What follows belongs to an exercise in optimizing a design on an open flow for small area, a short achievable clock period and few clock cycles per item; a production flow would make more cautious choices.
The RTL was checked by simulation tests, not by an equivalence proof against the original design.

==> module fp32_mul, before the edit <==
module fp32_mul (
    input  wire        clk,
    input  wire        en,
    input  wire [31:0] a,
    input  wire [31:0] b,
    output reg  [31:0] y
);
    wire [7:0]  ea = a[30:23], eb = b[30:23];
    wire        a_nan  = (&ea) & (|a[22:0]);
    wire        b_nan  = (&eb) & (|b[22:0]);
    wire        a_inf  = (&ea) & ~(|a[22:0]);
    wire        b_inf  = (&eb) & ~(|b[22:0]);
    wire        a_zero = ~(|a[30:0]);
    wire        b_zero = ~(|b[30:0]);
    wire        ah = |ea, bh = |eb;
    wire [23:0] ma = {ah, a[22:0]};
    wire [23:0] mb = {bh, b[22:0]};
    function [4:0] lzc32;
        input [31:0] v;
        reg   [4:0]  n;
        reg   [31:0] t;
        begin
            t = v; n = 5'd0;
            if (t[31:16] == 16'd0) begin n[4] = 1'b1; t = {t[15:0], 16'd0}; end
            if (t[31:24] == 8'd0)  begin n[3] = 1'b1; t = {t[23:0], 8'd0};  end
            if (t[31:28] == 4'd0)  begin n[2] = 1'b1; t = {t[27:0], 4'd0};  end
            if (t[31:30] == 2'd0)  begin n[1] = 1'b1; t = {t[29:0], 2'd0};  end
            if (t[31] == 1'b0)     n[0] = 1'b1;
            lzc32 = n;
        end
    endfunction
    wire [4:0]  lz  = ~ah ? lzc32({ma, 8'hFF}) : ~bh ? lzc32({mb, 8'hFF}) : 5'd0;
    wire signed [10:0] es = $signed({3'b0, ea[7:1], ea[0] | ~ah}) +
                            $signed({3'b0, eb[7:1], eb[0] | ~bh}) - 11'sd127;
    wire signed [10:0] e46 = es - $signed({6'b0, lz});
    wire        nrm = es > $signed({6'b0, lz});       
    wire signed [7:0]  sh  = nrm ? {3'b0, lz} :
                             (es < -11'sd25) ? -8'sd25 : es[7:0];
    wire        sy = a[31] ^ b[31];
    wire        snan = a_nan | b_nan | (a_inf & b_zero) | (b_inf & a_zero);
    wire        sinf = a_inf | b_inf;
    wire        szero = a_zero | b_zero;
    wire [47:0] rs, rc;
    mul24_rows u_rows (.a(ma), .b(mb), .s(rs), .c(rc));
    reg [47:0]  r1_s, r1_c;
    reg [7:0]   r1_sh;
    reg [8:0]   r1_e;       
    reg         r1_nrm, r1_sy, r1_nan, r1_inf, r1_zero;
    always @(posedge clk) begin
        r1_s    <= rs;
        r1_c    <= rc;
        r1_sh   <= sh;
        r1_e    <= e46[8:0];
        r1_nrm  <= nrm;
        r1_sy   <= sy;
        r1_nan  <= snan;
        r1_inf  <= sinf;
        r1_zero <= szero;
    end
    function [47:0] pfx_add48;
        input [47:0] x, y;
        input        cin;
        reg   [47:0] g, p, g0, p0;
        integer l, i, j;
        begin
            g0 = x & y; p0 = x ^ y;
            g = g0; p = p0;
            g[0] = g0[0] | (p0[0] & cin);
            for (l = 0; l < 6; l = l + 1)
                for (i = 0; i < 48; i = i + 1)
                    if ((i >> l) & 1) begin
                        j = ((i >> l) << l) - 1;
                        g[i] = g[i] | (p[i] & g[j]);
                        p[i] = p[i] & p[j];
                    end
            pfx_add48 = p0 ^ {g[46:0], cin};
        end
    endfunction
    function [30:0] pfx_add31;
        input [30:0] x, y;
        input        cin;
        reg   [30:0] g, p, g0, p0;
        integer l, i, j;
        begin
            g0 = x & y; p0 = x ^ y;
            g = g0; p = p0;
            g[0] = g0[0] | (p0[0] & cin);
            for (l = 0; l < 5; l = l + 1)
                for (i = 0; i < 31; i = i + 1)
                    if ((i >> l) & 1) begin
                        j = ((i >> l) << l) - 1;
                        g[i] = g[i] | (p[i] & g[j]);
                        p[i] = p[i] & p[j];
                    end
            pfx_add31 = p0 ^ {g[29:0], cin};
        end
    endfunction
    wire [47:0] p    = pfx_add48(r1_s, r1_c, 1'b0);
    wire [93:0] wide = {p, 46'd0};
    wire [6:0]  t    = 7'd46 - r1_sh[6:0];           
    wire [93:0] wsh  = wide >> t;
    wire [25:0] q    = wsh[47:22];
    wire signed [7:0] kb = 8'sd22 - $signed(r1_sh);
    wire [5:0]  k    = kb[7] ? 6'd0 : kb[5:0];       
    wire [47:0] lowm = ~(48'hFFFF_FFFF_FFFF << k);
    wire        s22  = |(p & lowm);
    reg [25:0]  r2_q;
    reg [8:0]   r2_e;
    reg         r2_s22, r2_nrm, r2_sy, r2_nan, r2_inf, r2_zero;
    always @(posedge clk) if (en) begin
        r2_q    <= q;
        r2_s22  <= s22;
        r2_e    <= r1_e;
        r2_nrm  <= r1_nrm;
        r2_sy   <= r1_sy;
        r2_nan  <= r1_nan;
        r2_inf  <= r1_inf;
        r2_zero <= r1_zero;
    end
    wire        c    = r2_q[25] | ~r2_nrm;
    wire [23:0] m    = c ? r2_q[25:2] : r2_q[24:1];
    wire        g    = c ? r2_q[1] : r2_q[0];
    wire        st   = c ? (r2_q[0] | r2_s22) : r2_s22;
    wire [8:0]  e    = r2_e + {8'd0, r2_q[25]};
    wire [30:0] mag  = r2_nrm ? {e[7:0], m[22:0]} : {7'd0, m};
    wire        rup  = g & (st | m[0]);
    wire [30:0] magr = pfx_add31(mag, 31'd0, rup);
    wire        ovf  = r2_nrm & (e >= 9'd255);
    wire [31:0] res = r2_nan  ? 32'h7FC0_0000 :
                      r2_inf  ? {r2_sy, 8'hFF, 23'd0} :
                      r2_zero ? {r2_sy, 31'd0} :
                      ovf     ? {r2_sy, 8'hFF, 23'd0} :
                      {r2_sy, magr};
    always @(posedge clk) if (en) y <= res;
endmodule
export LEC_CHECK = 0
export ABC_AREA = 1
export CAP_MARGIN = 20
export CORE_MARGIN = 2
export CORE_UTILIZATION = 40
export SLEW_MARGIN = 20
create_clock -name core_clock -period 17.5 [get_ports {clk}]
standard.sh (not shown) runs the stock make flow with config.mk's settings and CLKGATE_MAP_FILE= SYNTH_SCRIPT=/design/flow/synth_recipe.tcl, a recipe that flattens the netlist after the stock synthesis.
==> flow/flow/run.sh <==
#!/bin/bash
# Standard layout, with timing repair aiming at 11 ns of setup slack
# (a shorter achieved period) instead of 0. Constraints are unchanged.
set -euo pipefail
export SETUP_SLACK_MARGIN=11
bash standard.sh > standard.log 2>&1
Testbench counts at the start, summed over its fixed seeds: cycles 14,544, items 2,048.
Next try:
--- a/flow/design.v
+++ b/flow/design.v
@@ -47,5 +47,5 @@
     reg [8:0]   r1_e;       
     reg         r1_nrm, r1_sy, r1_nan, r1_inf, r1_zero;
-    always @(posedge clk) begin
+    always @(posedge clk) if (en) begin
         r1_s    <= rs;
         r1_c    <= rc;
Outcome: Global-route usage goes down by 0.18 points; synthesized cell count went up slightly; worst hold slack stays flat; clock skew goes down by 4.3 ps; area after synthesis went up by a few percent; routed wire length goes up slightly.
Testbench counts after the change, summed over its fixed seeds: cycles 14,544, items 2,048.

==> static timing again, ports no longer ideal <==
How much do the figures lean on ideal ports? The routed layouts below were timed once more, with nothing changed but the port constraints.
Step 1, drivers: a clkbuf_16 drives clk and a buf_2 each remaining input, both assumed.
Step 2 times the ports against the registers' clock, not the clock port: input delays grow and output delays shrink by t, the midpoint of the rising clock arrivals with the driver on.
a / b / c = no drivers / after step 1 / after step 2; a / b = the first two.
| run | shift t [ns] | slack for setup (ns) | hold slack, ns | worst setup path after step 2 |
|---|---|---|---|---|
| the first run | 0.772 | 11.075 / 11.075 / 10.533 | 0.400 / 0.400 / 0.400 | input to register |
| the second run | 0.766 | 10.870 / 10.870 / 10.510 | 0.403 / 0.403 / 0.403 | input to register |
After both steps every run listed still meets setup and hold. For the first run, which loses most, drivers alone change the setup slack by 0.000 ns; drivers and shift together by -0.542 ns.
